What follows belongs to an exercise in optimizing a design on an open flow for small area; a production flow would make more cautious choices. The RTL was checked by simulation tests, not by an equivalence proof against the original design.

JK:
Design noc_router, start of the top module:
module noc_router (
    input  wire         clk,
    input  wire         rst,              
    input  wire [7:0]   cfg_mesh_size,    
    input  wire [13:0]  cfg_cur_addr,     
    input  wire [3:0]   cfg_conn,         
    input  wire [7:0]   cfg_route,        
    input  wire [4:0]   in_valid,         
    input  wire [159:0] in_flit,          
    input  wire [3:0]   credit_in,        
    input  wire         end_req,          
    output reg  [4:0]   out_valid,        
    output reg  [31:0]  out_flit,         
    output reg  [4:0]   credit_out,       
    output reg  [15:0]  overflow_count,   
    output reg          halted
);
For scale: ~3900 cells after synthesis, about 270 I/O pins.
==> flow/config.mk <==
export PLATFORM = sky130hd
export DESIGN_NAME = noc_router
export DESIGN_NICKNAME = noc_router
export VERILOG_FILES = /design/flow/design.v
export SDC_FILE = /design/flow/constraint.sdc
export NUM_CORES = 4
export LEC_CHECK = 0
export CAP_MARGIN = 5
export CORE_MARGIN = 2
export CORE_UTILIZATION = 65
export GPL_TIMING_DRIVEN = 0
export PLACE_DENSITY = 0.75
export SLEW_MARGIN = 5
==> flow/constraint.sdc <==
create_clock -name core_clock -period 100.0 [get_ports {clk}]
set_input_delay 20.0000 -clock core_clock [delete_from_list [all_inputs] [get_ports {clk}]]
set_output_delay 20.0000 -clock core_clock [all_outputs]
set_load 0.01 [all_outputs]
standard.sh (not shown) runs the stock make flow with config.mk's settings and CLKGATE_MAP_FILE= SYNTH_SCRIPT=/design/flow/synth_recipe.tcl, a recipe that flattens the netlist after the stock synthesis.
==> flow/flow/run.sh <==
#!/bin/bash
# Own layout flow: the standard synthesis, then the combinational logic of
# its netlist is mapped again with an area-oriented ABC script (flip-flops
# are kept as they are, same cells and names), then the standard layout.
# Each tool's output goes to a log file of its own in this folder.
set -euo pipefail
HERE=$(pwd)
RES=$HERE/orfs/results/$FLOW_PLATFORM/noc_router/base
LIB=$FLOW_HOME/platforms/$FLOW_PLATFORM/lib/sky130_fd_sc_hd__tt_025C_1v80.lib

bash standard.sh synth > synth_standard.log 2>&1
cp $RES/1_2_yosys.v $HERE/netlist_standard.v

# flip-flop cell types stay black boxes: ABC only sees the logic between them
FFS=$(grep -o 'sky130_fd_sc_hd__[a-z]*df[a-z0-9_]*' $HERE/netlist_standard.v | sort -u | tr '\n' ' ')
DU=$(grep -o 'dont_use [^ ]*' $HERE/orfs/logs/$FLOW_PLATFORM/noc_router/base/1_2_yosys.log | sort -u | sed 's/^/-/' | tr '\n' ' ')

# one area-oriented ABC run per seed of its AIG optimisation; the smallest
# mapped netlist is kept
remap() {
  local S=$1
  sed "s/@SEED@/$S/" $HERE/flow/abc_area_deep.script > $HERE/abc_s$S.script
  cat > $HERE/reabc_s$S.ys <<YS
read_liberty -ignore_miss_func $LIB
read_verilog $HERE/netlist_standard.v
hierarchy -top $FLOW_TOP
blackbox $FFS
flatten
opt_clean -purge
abc -liberty $LIB $DU -script $HERE/abc_s$S.script
read_liberty -lib -overwrite $LIB
opt_clean -purge
splitnets
opt_clean -purge
hilomap -singleton -hicell sky130_fd_sc_hd__conb_1 HI -locell sky130_fd_sc_hd__conb_1 LO
insbuf -buf sky130_fd_sc_hd__buf_4 A X
check -assert -mapped
tee -o $HERE/reabc_stat_s$S.txt stat -liberty $LIB
write_verilog -noattr -nohex -nodec $HERE/netlist_reabc_s$S.v
YS
  yosys -s $HERE/reabc_s$S.ys > $HERE/reabc_s$S.log 2>&1 || true
}
SEEDS="0 1 3 4 5 7 8 9"
set -- $SEEDS
while [ $# -gt 0 ]; do
  for k in 1 2 3 4; do
    [ $# -gt 0 ] || break
    remap $1 &
    shift
  done
  wait
done
best=""; bestarea=""
for S in $SEEDS; do
  [ -f $HERE/reabc_stat_s$S.txt ] && [ -f $HERE/netlist_reabc_s$S.v ] || continue
  a=$(grep "Chip area" $HERE/reabc_stat_s$S.txt | awk '{print $NF}')
  echo "seed $S area $a" >> $HERE/reabc_choice.txt
  if [ -z "$best" ] || awk "BEGIN{exit !($a < $bestarea)}"; then best=$S; bestarea=$a; fi
done
echo "chosen seed $best area $bestarea" >> $HERE/reabc_choice.txt
cp $HERE/netlist_reabc_s$best.v $RES/1_2_yosys.v
touch $RES/1_2_yosys.v

# the standard layout, with smaller port buffers (one buf_1 on every port)
# and a clock tree of smaller buffers without dummy loads
export BUFFER_PORTS_ARGS="-buffer_cell sky130_fd_sc_hd__buf_1"
export CTS_ARGS="-sink_clustering_enable -repair_clock_nets -dont_use_dummy_load -buf_list {sky130_fd_sc_hd__clkbuf_8} -sink_clustering_size 16 -sink_clustering_max_diameter 60"
bash standard.sh > layout.log 2>&1
==> flow/flow/abc_area_deep.script <==
strash
&get -n
&st
&deepsyn -T 20 -S @SEED@
&dch -f
&nf -R 1000 -p -F 16 -A 16 -C 32
&put
topo
Although it ran to completion, JK produced a layout that fails the final checks because of max-capacitance violations, max-slew violations.
Edits applied to the flow inputs when going from JK to MS:
# JK
export LEC_CHECK = 0
export CAP_MARGIN = 5
export CORE_MARGIN = 2
export CORE_UTILIZATION = 65
export GPL_TIMING_DRIVEN = 0
export PLACE_DENSITY = 0.75
export SLEW_MARGIN = 5
create_clock -name core_clock -period 100.0 [get_ports {clk}]
# MS
export LEC_CHECK = 0
export CAP_MARGIN = 10
export CORE_MARGIN = 2
export CORE_UTILIZATION = 65
export GPL_TIMING_DRIVEN = 0
export PLACE_DENSITY = 0.75
export SLEW_MARGIN = 10
create_clock -name core_clock -period 100.0 [get_ports {clk}]
-- flow/flow/run.sh --
<<< JK, line 27
blackbox $FFS
flatten
opt_clean -purge
abc -liberty $LIB $DU -script $HERE/abc_s$S.script
>>> MS, line 27
blackbox $FFS
flatten
rename -hide w:*.*
opt_clean -purge
abc -liberty $LIB $DU -script $HERE/abc_s$S.script
<<< JK, line 34
opt_clean -purge
hilomap -singleton -hicell sky130_fd_sc_hd__conb_1 HI -locell sky130_fd_sc_hd__conb_1 LO
insbuf -buf sky130_fd_sc_hd__buf_4 A X
check -assert -mapped
tee -o $HERE/reabc_stat_s$S.txt stat -liberty $LIB
>>> MS, line 35
opt_clean -purge
hilomap -singleton -hicell sky130_fd_sc_hd__conb_1 HI -locell sky130_fd_sc_hd__conb_1 LO
insbuf -buf sky130_fd_sc_hd__buf_1 A X
check -assert -mapped
tee -o $HERE/reabc_stat_s$S.txt stat -liberty $LIB
<<< JK, line 66
export BUFFER_PORTS_ARGS="-buffer_cell sky130_fd_sc_hd__buf_1"
export CTS_ARGS="-sink_clustering_enable -repair_clock_nets -dont_use_dummy_load -buf_list {sky130_fd_sc_hd__clkbuf_8} -sink_clustering_size 16 -sink_clustering_max_diameter 60"
bash standard.sh > layout.log 2>&1
>>> MS, line 67
export BUFFER_PORTS_ARGS="-buffer_cell sky130_fd_sc_hd__buf_1"
export CTS_ARGS="-sink_clustering_enable -repair_clock_nets -dont_use_dummy_load -buf_list {sky130_fd_sc_hd__clkbuf_8} -sink_clustering_size 16 -sink_clustering_max_diameter 60"
export RECOVER_POWER=100
bash standard.sh > layout.log 2>&1
For the net count after synthesis, MS came in 0.83% lower than JK did.
Compared with JK, in MS setup slack decreased by 2.33 ns relative to the old numbers, total inserted antenna cells decreased by 1 relative to the old numbers, routing usage on met2 increased by 2.1 points relative to the old numbers.
Sort JK and MS by synthesized area per cell asc -> top: JK
| via count | MS vs JK | about 0.4% lower |
[compare] base=JK new=MS: total number of multi-input combinational cells increased by 0.88% relative to the old numbers; remaining max-slew budget at the tightest pin decreased by 39 points relative to the old numbers.
MS against JK; finished layout cell area is down by a few percent.
MS ran in full, but the layout does not pass; the checks complain about max-capacitance violations, max-slew violations.
For AL, these inputs were changed with respect to MS:
# MS
export LEC_CHECK = 0
export CAP_MARGIN = 10
export CORE_MARGIN = 2
export CORE_UTILIZATION = 65
export GPL_TIMING_DRIVEN = 0
export PLACE_DENSITY = 0.75
export SLEW_MARGIN = 10
create_clock -name core_clock -period 100.0 [get_ports {clk}]
# AL
export LEC_CHECK = 0
export CAP_MARGIN = 20
export CORE_MARGIN = 2
export CORE_UTILIZATION = 65
export GPL_TIMING_DRIVEN = 0
export PLACE_DENSITY = 0.75
export SLEW_MARGIN = 20
create_clock -name core_clock -period 100.0 [get_ports {clk}]
-- flow/flow/run.sh --
<<< MS, line 27
blackbox $FFS
flatten
rename -hide w:*.*
opt_clean -purge
abc -liberty $LIB $DU -script $HERE/abc_s$S.script
>>> AL, line 27
blackbox $FFS
flatten
opt_clean -purge
abc -liberty $LIB $DU -script $HERE/abc_s$S.script
<<< MS, line 35
opt_clean -purge
hilomap -singleton -hicell sky130_fd_sc_hd__conb_1 HI -locell sky130_fd_sc_hd__conb_1 LO
insbuf -buf sky130_fd_sc_hd__buf_1 A X
check -assert -mapped
tee -o $HERE/reabc_stat_s$S.txt stat -liberty $LIB
>>> AL, line 34
opt_clean -purge
hilomap -singleton -hicell sky130_fd_sc_hd__conb_1 HI -locell sky130_fd_sc_hd__conb_1 LO
insbuf -buf sky130_fd_sc_hd__buf_4 A X
check -assert -mapped
tee -o $HERE/reabc_stat_s$S.txt stat -liberty $LIB
<<< MS, line 66
# and a clock tree of smaller buffers without dummy loads
export BUFFER_PORTS_ARGS="-buffer_cell sky130_fd_sc_hd__buf_1"
export CTS_ARGS="-sink_clustering_enable -repair_clock_nets -dont_use_dummy_load -buf_list {sky130_fd_sc_hd__clkbuf_8} -sink_clustering_size 16 -sink_clustering_max_diameter 60"
export RECOVER_POWER=100
bash standard.sh > layout.log 2>&1
>>> AL, line 65
# and a clock tree of smaller buffers without dummy loads
export BUFFER_PORTS_ARGS="-buffer_cell sky130_fd_sc_hd__buf_1"
export CTS_ARGS="-sink_clustering_enable -repair_clock_nets -dont_use_dummy_load -buf_list {sky130_fd_sc_hd__clkbuf_4 sky130_fd_sc_hd__clkbuf_8}"
bash standard.sh > layout.log 2>&1
==> flow/flow/abc_area_deep.script <==
strash
&get -n
&st
&deepsyn -T 15 -S @SEED@
&dch -f
&nf -a
&put
topo
==> notes.md <==
AL completed every stage of the flow, and the final layout passed the timing, design-rule and antenna checks. [MS] flow finished | final checks: failed | reasons: max-capacitance violations, max-slew violations. On AL: fraction of standard cell area that is sequential is 3.7 points lower than what MS gave. The clock-buffer cell count in AL is 2.0 times that in MS. Changes observed in AL relative to MS: setup slack +4.46 ns; post-route non-filler standard cell count has increased; clock period minus worst slack went down. Diff MS -> AL | vias after detailed routing | up by a few percent. Against MS, AL comes in 6.2% higher on final HPWL from detailed placement. Delta (AL minus MS): global routing usage summed across all routing layers ~0 delta; global-route wire length before repair went up.

---

noc_router again, from the RTL that the note above started with.
Settings: LEC_CHECK=0, CAP_MARGIN=20, CORE_MARGIN=2, CORE_UTILIZATION=70, GPL_TIMING_DRIVEN=0, PLACE_DENSITY=0.8, SLEW_MARGIN=20; clock period 100.0 ns.
==> flow/flow/run.sh <==
#!/bin/bash
# Own layout flow: the standard synthesis, then the combinational logic of
# its netlist is mapped again with an area-oriented ABC script (flip-flops
# are kept as they are, same cells and names), then the standard layout.
# Each tool's output goes to a log file of its own in this folder.
set -euo pipefail
HERE=$(pwd)
RES=$HERE/orfs/results/$FLOW_PLATFORM/noc_router/base
LIB=$FLOW_HOME/platforms/$FLOW_PLATFORM/lib/sky130_fd_sc_hd__tt_025C_1v80.lib

bash standard.sh synth > synth_standard.log 2>&1
cp $RES/1_2_yosys.v $HERE/netlist_standard.v

# flip-flop cell types stay black boxes: ABC only sees the logic between them
FFS=$(grep -o 'sky130_fd_sc_hd__[a-z]*df[a-z0-9_]*' $HERE/netlist_standard.v | sort -u | tr '\n' ' ')
DU=$(grep -o 'dont_use [^ ]*' $HERE/orfs/logs/$FLOW_PLATFORM/noc_router/base/1_2_yosys.log | sort -u | sed 's/^/-/' | tr '\n' ' ')

# one area-oriented ABC run per seed of its AIG optimisation; the smallest
# mapped netlist is kept
remap() {
  local S=$1
  sed "s/@SEED@/$S/" $HERE/flow/abc_area_deep.script > $HERE/abc_s$S.script
  cat > $HERE/reabc_s$S.ys <<YS
read_liberty -ignore_miss_func $LIB
read_verilog $HERE/netlist_standard.v
hierarchy -top $FLOW_TOP
blackbox $FFS
flatten
rename -hide w:*.*
opt_clean -purge
abc -liberty $LIB $DU -script $HERE/abc_s$S.script
read_liberty -lib -overwrite $LIB
opt_clean -purge
splitnets
opt_clean -purge
hilomap -singleton -hicell sky130_fd_sc_hd__conb_1 HI -locell sky130_fd_sc_hd__conb_1 LO
insbuf -buf sky130_fd_sc_hd__buf_1 A X
check -assert -mapped
tee -o $HERE/reabc_stat_s$S.txt stat -liberty $LIB
write_verilog -noattr -nohex -nodec $HERE/netlist_reabc_s$S.v
YS
  yosys -s $HERE/reabc_s$S.ys > $HERE/reabc_s$S.log 2>&1 || true
}
SEEDS="0 1 3 4 5 7 8 9"
set -- $SEEDS
while [ $# -gt 0 ]; do
  for k in 1 2 3 4; do
    [ $# -gt 0 ] || break
    remap $1 &
    shift
  done
  wait
done
best=""; bestarea=""
for S in $SEEDS; do
  [ -f $HERE/reabc_stat_s$S.txt ] && [ -f $HERE/netlist_reabc_s$S.v ] || continue
  a=$(grep "Chip area" $HERE/reabc_stat_s$S.txt | awk '{print $NF}')
  echo "seed $S area $a" >> $HERE/reabc_choice.txt
  if [ -z "$best" ] || awk "BEGIN{exit !($a < $bestarea)}"; then best=$S; bestarea=$a; fi
done
echo "chosen seed $best area $bestarea" >> $HERE/reabc_choice.txt
cp $HERE/netlist_reabc_s$best.v $RES/1_2_yosys.v
touch $RES/1_2_yosys.v

# the standard layout, with smaller port buffers (one buf_1 on every port)
# and a clock tree of smaller buffers without dummy loads
export BUFFER_PORTS_ARGS="-buffer_cell sky130_fd_sc_hd__buf_1"
export CTS_ARGS="-sink_clustering_enable -repair_clock_nets -dont_use_dummy_load -buf_list {sky130_fd_sc_hd__clkbuf_8} -sink_clustering_size 16 -sink_clustering_max_diameter 60"
export RECOVER_POWER=100
export POST_GLOBAL_ROUTE_TCL=$HERE/flow/post_grt.tcl
bash standard.sh > layout.log 2>&1
==> flow/flow/abc_area_deep.script <==
strash
&get -n
&st
&deepsyn -T 20 -S @SEED@
&dch -f
&nf -R 1000 -p -F 16 -A 16 -C 32
&put
topo
==> flow/flow/post_grt.tcl <==
# After the power recovery (which downsizes gates off the critical paths),
# repair max slew and capacitance again with global-route parasitics.
log_cmd estimate_parasitics -global_routing
repair_design_helper
log_cmd global_route -start_incremental
log_cmd detailed_placement
log_cmd global_route -end_incremental -congestion_report_file $::env(REPORTS_DIR)/congestion_post_final_repair.rpt
log_cmd estimate_parasitics -global_routing
write_guides $::env(RESULTS_DIR)/route.guide
The starting point completed without violations.
Edit:
--- a/flow/config.mk
+++ b/flow/config.mk
@@ -10 +10 @@
-export CORE_UTILIZATION = 70
+export CORE_UTILIZATION = 65
@@ -12 +12 @@
-export PLACE_DENSITY = 0.8
+export PLACE_DENSITY = 0.75
=>
- routed wire length drops slightly
- count of clock-buffer cells in the layout climbs by 1
- cell area is about the same
- maximum frequency climbs slightly
- die area climbs by a little under a tenth
Edit:
--- a/flow/flow/run.sh
+++ b/flow/flow/run.sh
@@ -70 +69,0 @@
-export POST_GLOBAL_ROUTE_TCL=$HERE/flow/post_grt.tcl
removed: flow/flow/post_grt.tcl
The new run completed and failed the layout checks on capacitance limit, slew limit; global-route usage climbs by 0.62 points; hold slack is worse by 23 ps; routed wire length climbs by 2.4%; worst setup slack is worse by 2400 ps; via count is about the same; register-to-register slack is worse by 1400 ps; non-clock buffer count drops by 67; area after synthesis climbs by 0.63%.
Edit:
--- a/flow/flow/run.sh
+++ b/flow/flow/run.sh
@@ -29 +28,0 @@
-rename -hide w:*.*
@@ -37 +36 @@
-insbuf -buf sky130_fd_sc_hd__buf_1 A X
+insbuf -buf sky130_fd_sc_hd__buf_4 A X
@@ -69 +67,0 @@
-export RECOVER_POWER=100
This time the run produced a clean layout.
Utilization rises by 1.8 points.
Wire length falls by a few percent.
Register-to-register slack improved by 1400 ps.
Synthesized area rises slightly.
Final area rises by a few percent.
First-iteration DRC count rises by about a fifth.
Edit:
--- a/flow/flow/run.sh
+++ b/flow/flow/run.sh
@@ -67 +67 @@
-export CTS_ARGS="-sink_clustering_enable -repair_clock_nets -dont_use_dummy_load -buf_list {sky130_fd_sc_hd__clkbuf_8} -sink_clustering_size 16 -sink_clustering_max_diameter 60"
+export CTS_ARGS="-sink_clustering_enable -repair_clock_nets -dont_use_dummy_load -buf_list {sky130_fd_sc_hd__clkbuf_4 sky130_fd_sc_hd__clkbuf_8}"
==> flow/flow/abc_area_deep.script (replaced) <==
strash
&get -n
&st
&deepsyn -T 15 -S @SEED@
&dch -f
&nf -a
&put
topo
--- a/flow/config.mk
+++ b/flow/config.mk
@@ -8 +8 @@
-export CAP_MARGIN = 20
+export CAP_MARGIN = 5
@@ -13 +13 @@
-export SLEW_MARGIN = 20
+export SLEW_MARGIN = 5
Effect: Utilization fell by 0.38 points; maximum frequency went up slightly; setup slack improved by 800 ps; routed wire length goes up by roughly a tenth.

==> port drivers added, routing unchanged <==
The flow's constraints put no driver on any port. The routed layouts listed below were extracted and timed again, unchanged, in two steps. Step 1 sets driving cells, clkbuf_16 on the clock port and buf_2 on the other inputs (assumed; they add their load-dependent delay and slew). Step 2, shift: input delay + t, output delay - t, t = (earliest + latest rising clock arrival at the registers) / 2. This alone moves slack from input paths to output paths. Three values: no drivers, after step 1, after step 2; two values: the first two.
| run | t (ns) | setup slack, ns | worst setup path after step 2 |
|---|---|---|---|
| JK | 0.680 | 20.891 / 20.868 / 20.868 | input to output |
| MS | 0.640 | 18.566 / 18.529 / 18.529 | input to output |
| AL | 0.705 | 23.022 / 23.003 / 23.003 | input to output |
| the first run of note 2 | 0.661 | 19.953 / 19.932 / 19.932 | input to output |
| the second run of note 2 | 0.677 | 21.434 / 21.413 / 21.414 | input to output |
| the third run of note 2 | 0.655 | 19.078 / 19.059 / 19.059 | input to output |
| the fourth run of note 2 | 0.681 | 21.694 / 21.672 / 21.672 | input to output |
| the fifth run of note 2 | 0.709 | 22.496 / 22.468 / 22.468 | input to output |
For MS, which loses most, drivers alone change the setup slack by -0.037 ns; drivers and shift together by -0.037 ns.
